Context: an optimization exercise on an open-source flow, tuned for small area, a short achievable clock period and few clock cycles per item. The choices shown serve that exercise and are no tape-out recipe. RTL that was checked went through simulation tests only; none was proved equivalent to the original. Power and IR drop assume default switching activity.

==> module cptv_encoder, before the edit <==
module cptv_encoder (
    input  wire        clk,
    input  wire        rst,           
    input  wire        cmd_valid,
    output wire        cmd_ready,
    input  wire [4:0]  cmd_width,     
    input  wire [15:0] cmd_count,     
    input  wire        cmd_hist,      
    output reg         cmd_err,       
    input  wire        s_valid,
    output reg         s_ready,
    input  wire [15:0] s_data,
    input  wire        h_valid,
    output reg         h_ready,
    input  wire [15:0] h_data,
    output reg         out_valid,
    input  wire        out_ready,
    output wire [31:0] out_data,
    output reg         out_last,
    output reg         res_valid,
    output reg  [4:0]  res_width
);
    reg        idle;          
    reg        busy;          
    reg        fin;           
    reg [4:0]  width;         
    reg        hist;
    reg [15:0] cnt;           
    reg        ge2;           
    reg        rp;            
    reg        s_full, h_full;
    reg [15:0] s_reg, h_reg;
    reg        t_full;
    reg [16:0] t_q;
    reg [16:0] tprev;         
    reg [15:0] mor;           
    reg        c_full;
    reg [15:0] c_q;           
    reg [62:0] buf_q;
    reg [5:0]  fill;          
    reg [5:0]  sh;            
    assign cmd_ready = idle;
    assign out_data  = buf_q[62:31];
    wire accept = cmd_valid && idle;
    wire cmd_ok = (cmd_width <= 5'd16) && (cmd_count != 16'd0);
    wire start  = accept && cmd_ok;
    wire pack   = (width != 5'd0);
    wire xfer   = out_valid && out_ready;
    reg  go;
    wire h_ok   = h_full || !hist;
    wire pk     = c_full && go;
    wire mv2    = t_full && go;
    wire mv1    = s_full && h_ok && go;
    wire last   = !ge2;
    wire t_last = !busy;
    wire c_last = !busy && !t_full;
    wire s_take = s_valid && s_ready;
    wire h_take = h_valid && h_ready;
    wire [16:0] t     = {1'b0, s_reg} - {1'b0, h_reg};
    wire [17:0] r     = {t_q[16], t_q} - {tprev[16], tprev};
    wire [17:0] mag   = r[17] ? ~r : r;
    wire [15:0] mfold = {mag[16] | mag[15], mag[14:0]};
    wire [15:0] mask  = ~(16'hFFFF << width);
    wire [5:0]  pw   = ~sh;                       
    wire [30:0] fine = {15'd0, c_q} << sh[3:0];
    wire [3:0]  lane = {4{pk}} & (4'b0001 << sh[5:4]);
    wire [62:0] placed;
    genvar j;
    generate
        for (j = 0; j < 63; j = j + 1) begin : g_place
            if (j < 16)
                assign placed[j] = lane[0] & fine[j];
            else if (j % 16 == 15)
                assign placed[j] = lane[j / 16] & fine[15];
            else
                assign placed[j] = (lane[j / 16] & fine[j % 16]) |
                                   (lane[j / 16 - 1] & fine[16 + j % 16]);
        end
    endgenerate
    wire [62:0] orv      = buf_q | placed;
    wire [5:0]  fill_add = pk ? pw : fill;
    wire [62:0] buf_next  = xfer ? {orv[30:0], 32'd0} : orv;
    wire [5:0]  fill_next = xfer ? fill_x : fill_add;
    wire        fin_next  = (pk && c_last && pack) || (fin && !(xfer && out_last));
    wire        busy_next = start || (busy && !(mv1 && last));
    wire        sf_next   = s_take || (s_full && !mv1);
    wire        hf_next   = h_take || (h_full && !mv1);
    wire        tf_next   = go ? (s_full && h_ok) : t_full;
    wire        cf_next   = go ? t_full : c_full;
    wire        hist_next = accept ? cmd_hist : hist;
    wire        ge2_next  = accept ? (cmd_count[15:1] != 15'd0) :
                            mv1 ? ((cnt[15:2] != 14'd0) || (cnt[1] && cnt[0])) : ge2;
    wire        go_next   = !(fill_next[5] && fill_next[4]);
    wire [5:0]  fill_x    = {1'b0, fill_add[4:0] & {5{fill_add[5]}}};
    wire        hok_next  = hf_next || !hist_next;
    wire [5:0]  sh_add    = pk ? sh - {1'b0, width} : sh;
    wire [5:0]  sh_next   = accept ? ~{1'b0, cmd_width} : {sh_add[5] ^ xfer, sh_add[4:0]};
    reg [4:0] sel;
    integer i;
    always @(*) begin
        sel = 5'd1;
        for (i = 0; i < 15; i = i + 1)
            if (mor[i]) sel = i[4:0] + 5'd2;
        if (mor[15]) sel = 5'd0;
    end
    always @(posedge clk) begin
        if (accept) begin
            width <= cmd_width;
            hist  <= cmd_hist;
            cnt   <= cmd_count;
            tprev <= 17'd0;
            mor   <= 16'd0;
        end else begin
            if (mv1) cnt <= cnt - 16'd1;
            if (mv2) begin
                tprev <= t_q;
                mor   <= mor | mfold;
            end
        end
        ge2 <= ge2_next;
        if (!s_full || mv1) s_reg <= s_data;
        if (accept) h_reg <= 16'd0;
        else if (hist && (!h_full || mv1)) h_reg <= h_data;
        sh <= sh_next;
        if (go) begin
            t_q    <= t;
            c_q    <= r[15:0] & mask;
        end
        res_width <= sel;
        if (rst) begin
            idle      <= 1'b1;
            go        <= 1'b1;
            busy      <= 1'b0;
            fin       <= 1'b0;
            rp        <= 1'b0;
            s_full    <= 1'b0;
            h_full    <= 1'b0;
            s_ready   <= 1'b0;
            h_ready   <= 1'b0;
            t_full    <= 1'b0;
            c_full    <= 1'b0;
            buf_q     <= 63'd0;
            fill      <= 6'd0;
            out_valid <= 1'b0;
            out_last  <= 1'b0;
            res_valid <= 1'b0;
            cmd_err   <= 1'b0;
        end else begin
            cmd_err   <= accept && !cmd_ok;
            rp        <= mv2 && t_last;
            res_valid <= rp;
            busy      <= busy_next;
            s_full    <= sf_next;
            h_full    <= hf_next;
            t_full    <= tf_next;
            c_full    <= cf_next;
            fin       <= fin_next;
            idle      <= !busy_next && !tf_next && !cf_next && !fin_next;
            s_ready   <= (busy_next && !sf_next) ||
                         (sf_next && hok_next && go_next && ge2_next);
            h_ready   <= hist_next && ((busy_next && !hf_next) ||
                         (hf_next && sf_next && go_next && ge2_next));
            buf_q     <= buf_next;
            fill      <= fill_next;
            go        <= go_next;
            out_valid <= fill_next[5] || (fin_next && (fill_next != 6'd0));
            out_last  <= fin_next && !(fill_next[5] && (fill_next[4:0] != 5'd0));
        end
    end
endmodule
==> flow/config.mk <==
export PLATFORM = sky130hd
export DESIGN_NAME = cptv_encoder
export DESIGN_NICKNAME = cptv_encoder
export VERILOG_FILES = /design/flow/design.v
export SDC_FILE = /design/flow/constraint.sdc
export NUM_CORES = 4
export LEC_CHECK = 0
export CAP_MARGIN = 0
export CORE_MARGIN = 2
export CORE_UTILIZATION = 47
export CTS_BUF_LIST = sky130_fd_sc_hd__clkbuf_4 sky130_fd_sc_hd__clkbuf_8
export CTS_CLUSTER_DIAMETER = 70
export CTS_CLUSTER_SIZE = 14
export SETUP_SLACK_MARGIN = 4.9
export SLEW_MARGIN = 0
==> flow/constraint.sdc <==
create_clock -name core_clock -period 7.5 [get_ports {clk}]
set_input_delay 1.5000 -clock core_clock [delete_from_list [all_inputs] [get_ports {clk}]]
set_output_delay 1.5000 -clock core_clock [all_outputs]
set_load 0.01 [all_outputs]
standard.sh (not shown) runs the stock make flow with config.mk's settings and CLKGATE_MAP_FILE= SYNTH_SCRIPT=/design/flow/synth_recipe.tcl, a recipe that flattens the netlist after the stock synthesis.
==> flow/flow/run.sh <==
#!/bin/bash
# The standard layout (standard.sh, unchanged synthesis and steps), with the
# port buffers that ORFS inserts made plain buffers instead of delay cells.
set -euo pipefail
export BUFFER_PORTS_ARGS="-buffer_cell sky130_fd_sc_hd__buf_1"
bash standard.sh > standard.log 2>&1
Testbench counts at the start, summed over its fixed seeds: cycles 463,669, samples 462,776.
Next try:
--- a/flow/design.v
+++ b/flow/design.v
@@ -19,5 +19,5 @@
     output reg         out_last,
     output reg         res_valid,
-    output reg  [4:0]  res_width
+    output wire [4:0]  res_width
 );
     reg        idle;          
@@ -34,5 +34,5 @@
     reg [16:0] t_q;
     reg [16:0] tprev;         
-    reg [15:0] mor;           
+    reg [15:0] mor;
     reg        c_full;
     reg [15:0] c_q;           
@@ -42,4 +42,5 @@
     assign cmd_ready = idle;
     assign out_data  = buf_q[62:31];
+    assign res_width = mor[4:0];
     wire accept = cmd_valid && idle;
     wire cmd_ok = (cmd_width <= 5'd16) && (cmd_count != 16'd0);
@@ -117,4 +118,5 @@
                 mor   <= mor | mfold;
             end
+            if (rp) mor[4:0] <= sel;
         end
         ge2 <= ge2_next;
@@ -127,5 +129,4 @@
             c_q    <= r[15:0] & mask;
         end
-        res_width <= sel;
         if (rst) begin
             idle      <= 1'b1;
Outcome: Wire length climbs by about 1.2%. Critical path depth rose by 9. Global-route usage drops by 0.73 points. Worst setup slack is worse by 0.028 ns. Final area is higher by about 3.6%. Via count rose by 2.4%. Core utilization went up by 0.31 points.
The RTL of the second run of this note was laid out without a check of its function.


== run a ==
The RTL this note starts from:
==> flow/design.v <==
module cptv_encoder (
    input  wire        clk,
    input  wire        rst,           
    input  wire        cmd_valid,
    output wire        cmd_ready,
    input  wire [4:0]  cmd_width,     
    input  wire [15:0] cmd_count,     
    input  wire        cmd_hist,      
    output reg         cmd_err,       
    input  wire        s_valid,
    output reg         s_ready,
    input  wire [15:0] s_data,
    input  wire        h_valid,
    output reg         h_ready,
    input  wire [15:0] h_data,
    output reg         out_valid,
    input  wire        out_ready,
    output wire [31:0] out_data,
    output reg         out_last,
    output reg         res_valid,
    output reg  [4:0]  res_width
);
    reg        idle;          
    reg        busy;          
    reg        fin;           
    reg [4:0]  width;         
    reg        hist;
    reg [15:0] cnt;           
    reg        ge2;           
    reg        rp;            
    reg        s_full, h_full;
    reg [15:0] s_reg, h_reg;
    reg        t_full;
    reg [16:0] t_q;
    reg [16:0] tprev;         
    reg [15:0] mor;           
    reg        c_full;
    reg [15:0] c_q;           
    reg [62:0] buf_q;
    reg [5:0]  fill;          
    reg [5:0]  sh;            
    assign cmd_ready = idle;
    assign out_data  = buf_q[62:31];
    wire accept = cmd_valid && idle;
    wire cmd_ok = (cmd_width <= 5'd16) && (cmd_count != 16'd0);
    wire start  = accept && cmd_ok;
    wire pack   = (width != 5'd0);
    wire xfer   = out_valid && out_ready;
    reg  go;
    wire h_ok   = h_full || !hist;
    wire pk     = c_full && go;
    wire mv2    = t_full && go;
    wire mv1    = s_full && h_ok && go;
    wire last   = !ge2;
    wire t_last = !busy;
    wire c_last = !busy && !t_full;
    wire s_take = s_valid && s_ready;
    wire h_take = h_valid && h_ready;
    wire [16:0] t     = {1'b0, s_reg} - {1'b0, h_reg};
    wire [17:0] r     = {t_q[16], t_q} - {tprev[16], tprev};
    wire [17:0] mag   = r[17] ? ~r : r;
    wire [15:0] mfold = {mag[16] | mag[15], mag[14:0]};
    wire [15:0] mask  = ~(16'hFFFF << width);
    wire [5:0]  pw   = ~sh;                       
    wire [30:0] fine = {15'd0, c_q} << sh[3:0];
    wire [3:0]  lane = {4{pk}} & (4'b0001 << sh[5:4]);
    wire [62:0] placed;
    genvar j;
    generate
        for (j = 0; j < 63; j = j + 1) begin : g_place
            if (j < 16)
                assign placed[j] = lane[0] & fine[j];
            else if (j % 16 == 15)
                assign placed[j] = lane[j / 16] & fine[15];
            else
                assign placed[j] = (lane[j / 16] & fine[j % 16]) |
                                   (lane[j / 16 - 1] & fine[16 + j % 16]);
        end
    endgenerate
    wire [62:0] orv      = buf_q | placed;
    wire [5:0]  fill_add = pk ? pw : fill;
    wire [62:0] buf_next  = xfer ? {orv[30:0], 32'd0} : orv;
    wire [5:0]  fill_next = xfer ? fill_x : fill_add;
    wire        fin_next  = (pk && c_last && pack) || (fin && !(xfer && out_last));
    wire        busy_next = start || (busy && !(mv1 && last));
    wire        sf_next   = s_take || (s_full && !mv1);
    wire        hf_next   = h_take || (h_full && !mv1);
    wire        tf_next   = go ? (s_full && h_ok) : t_full;
    wire        cf_next   = go ? t_full : c_full;
    wire        hist_next = accept ? cmd_hist : hist;
    wire        ge2_next  = accept ? (cmd_count[15:1] != 15'd0) :
                            mv1 ? ((cnt[15:2] != 14'd0) || (cnt[1] && cnt[0])) : ge2;
    wire        go_next   = !(fill_next[5] && fill_next[4]);
    wire [5:0]  fill_x    = {1'b0, fill_add[4:0] & {5{fill_add[5]}}};
    wire        hok_next  = hf_next || !hist_next;
    wire [5:0]  sh_add    = pk ? sh - {1'b0, width} : sh;
    wire [5:0]  sh_next   = accept ? ~{1'b0, cmd_width} : {sh_add[5] ^ xfer, sh_add[4:0]};
    reg [4:0] sel;
    integer i;
    always @(*) begin
        sel = 5'd1;
        for (i = 0; i < 15; i = i + 1)
            if (mor[i]) sel = i[4:0] + 5'd2;
        if (mor[15]) sel = 5'd0;
    end
    always @(posedge clk) begin
        if (accept) begin
            width <= cmd_width;
            hist  <= cmd_hist;
            cnt   <= cmd_count;
            tprev <= 17'd0;
            mor   <= 16'd0;
        end else begin
            if (mv1) cnt <= cnt - 16'd1;
            if (mv2) begin
                tprev <= t_q;
                mor   <= mor | mfold;
            end
        end
        ge2 <= ge2_next;
        if (!s_full || mv1) s_reg <= s_data;
        if (accept) h_reg <= 16'd0;
        else if (hist && (!h_full || mv1)) h_reg <= h_data;
        sh <= sh_next;
        if (go) begin
            t_q    <= t;
            c_q    <= r[15:0] & mask;
        end
        res_width <= sel;
        if (rst) begin
            idle      <= 1'b1;
            go        <= 1'b1;
            busy      <= 1'b0;
            fin       <= 1'b0;
            rp        <= 1'b0;
            s_full    <= 1'b0;
            h_full    <= 1'b0;
            s_ready   <= 1'b0;
            h_ready   <= 1'b0;
            t_full    <= 1'b0;
            c_full    <= 1'b0;
            buf_q     <= 63'd0;
            fill      <= 6'd0;
            out_valid <= 1'b0;
            out_last  <= 1'b0;
            res_valid <= 1'b0;
            cmd_err   <= 1'b0;
        end else begin
            cmd_err   <= accept && !cmd_ok;
            rp        <= mv2 && t_last;
            res_valid <= rp;
            busy      <= busy_next;
            s_full    <= sf_next;
            h_full    <= hf_next;
            t_full    <= tf_next;
            c_full    <= cf_next;
            fin       <= fin_next;
            idle      <= !busy_next && !tf_next && !cf_next && !fin_next;
            s_ready   <= (busy_next && !sf_next) ||
                         (sf_next && hok_next && go_next && ge2_next);
            h_ready   <= hist_next && ((busy_next && !hf_next) ||
                         (hf_next && sf_next && go_next && ge2_next));
            buf_q     <= buf_next;
            fill      <= fill_next;
            go        <= go_next;
            out_valid <= fill_next[5] || (fin_next && (fill_next != 6'd0));
            out_last  <= fin_next && !(fill_next[5] && (fill_next[4:0] != 5'd0));
        end
    end
endmodule
==> flow/config.mk <==
export PLATFORM = sky130hd
export DESIGN_NAME = cptv_encoder
export DESIGN_NICKNAME = cptv_encoder
export VERILOG_FILES = /design/flow/design.v
export SDC_FILE = /design/flow/constraint.sdc
export NUM_CORES = 4
export LEC_CHECK = 0
export CAP_MARGIN = 20
export CORE_MARGIN = 2
export CORE_UTILIZATION = 47
export CTS_BUF_LIST = sky130_fd_sc_hd__clkbuf_4 sky130_fd_sc_hd__clkbuf_8
export CTS_CLUSTER_DIAMETER = 70
export CTS_CLUSTER_SIZE = 14
export SETUP_SLACK_MARGIN = 4.9
export SLEW_MARGIN = 20
==> flow/constraint.sdc <==
create_clock -name core_clock -period 7.5 [get_ports {clk}]
set_input_delay 1.5000 -clock core_clock [delete_from_list [all_inputs] [get_ports {clk}]]
set_output_delay 1.5000 -clock core_clock [all_outputs]
set_load 0.01 [all_outputs]
Scripts as last shown in full above: flow/flow/run.sh
Testbench counts of run a, summed over its fixed seeds: cycles 463,669, samples 462,776.
Input changes introduced in run b (baseline for comparison: run a):
--- a/flow/design.v
+++ b/flow/design.v
@@ -58,8 +58,8 @@
     wire h_take = h_valid && h_ready;
     wire [16:0] t     = {1'b0, s_reg} - {1'b0, h_reg};
     wire [17:0] r     = {t_q[16], t_q} - {tprev[16], tprev};
-    wire [17:0] mag   = r[17] ? ~r : r;
-    wire [15:0] mfold = {mag[16] | mag[15], mag[14:0]};
+    wire [16:0] dif   = r[16:0] ^ r[17:1];
+    wire [15:0] mfold = {dif[16] | dif[15], dif[14:0]};
     wire [15:0] mask  = ~(16'hFFFF << width);
     wire [5:0]  pw   = ~sh;                       
     wire [30:0] fine = {15'd0, c_q} << sh[3:0];
- Run b vs. run a: final-layout fill cell count went up by 74, utilization of the core after routing went down by 0.71 points, proportion of total power due to net switching went up by 0.19 points.
- [compare] base=run a new=run b: leakage power figure increased by about 4% relative to the old numbers, die area grew by about 2.3%, routed wire length picked up an extra about 2.5%.
- Against run a, clock power in run b came out worse.
- Going from run a to run b, switching power grows by 66 µW.
- Looking at worst-path cell with the longest stage delay, the sky130_fd_sc_hd__dfxtp_4 result is from run a; the sky130_fd_sc_hd__or4_1 one comes from run b.
- When run b is measured against run a, its placed instance count turns out 20 higher.
- Run b vs. run a: floorplan die height increased by 1.8 µm relative to the old numbers; via-per-instance ratio increased by 0.64% relative to the old numbers; share of synthesized cell area in full adder, half adder and majority cells closely matched the old numbers.
Only the layout flow was run in run b; the RTL was not checked for function there.

## what the ideal ports hide
In the flow no input, the clock included, has a driving cell. The finished layouts below were timed again as built, in two steps.
Step 1 assumes that a clkbuf_16 drives the clock port and a buf_2 every other input.
Step 2 times the ports against the registers' clock, not the clock port: input delays grow and output delays shrink by t, the midpoint of the rising clock arrivals with the driver on.
a / b / c = ideal ports / drivers / drivers and shift; a / b = the first two.
| run | t, ns | setup WS [ns] | worst slew at a driven data input, ns | pins driven straight from the clock port |
|---|---|---|---|---|
| the first run of note 1 | 0.569 | 4.929 / 4.884 / 4.457 | 0.03 | 1 |
| the second run of note 1 | 0.565 | 4.901 / 4.901 / 4.388 | 0.06 | 1 |
| run a | 0.568 | 4.893 / 4.849 / 4.461 | 0.03 | 1 |
| run b | 0.589 | 4.875 / 4.875 / 4.446 | 0.04 | 1 |
After both steps setup and hold are still met in every run listed. For the second run of note 1, which loses most, drivers alone change the setup slack by 0.000 ns; drivers and shift together by -0.513 ns.
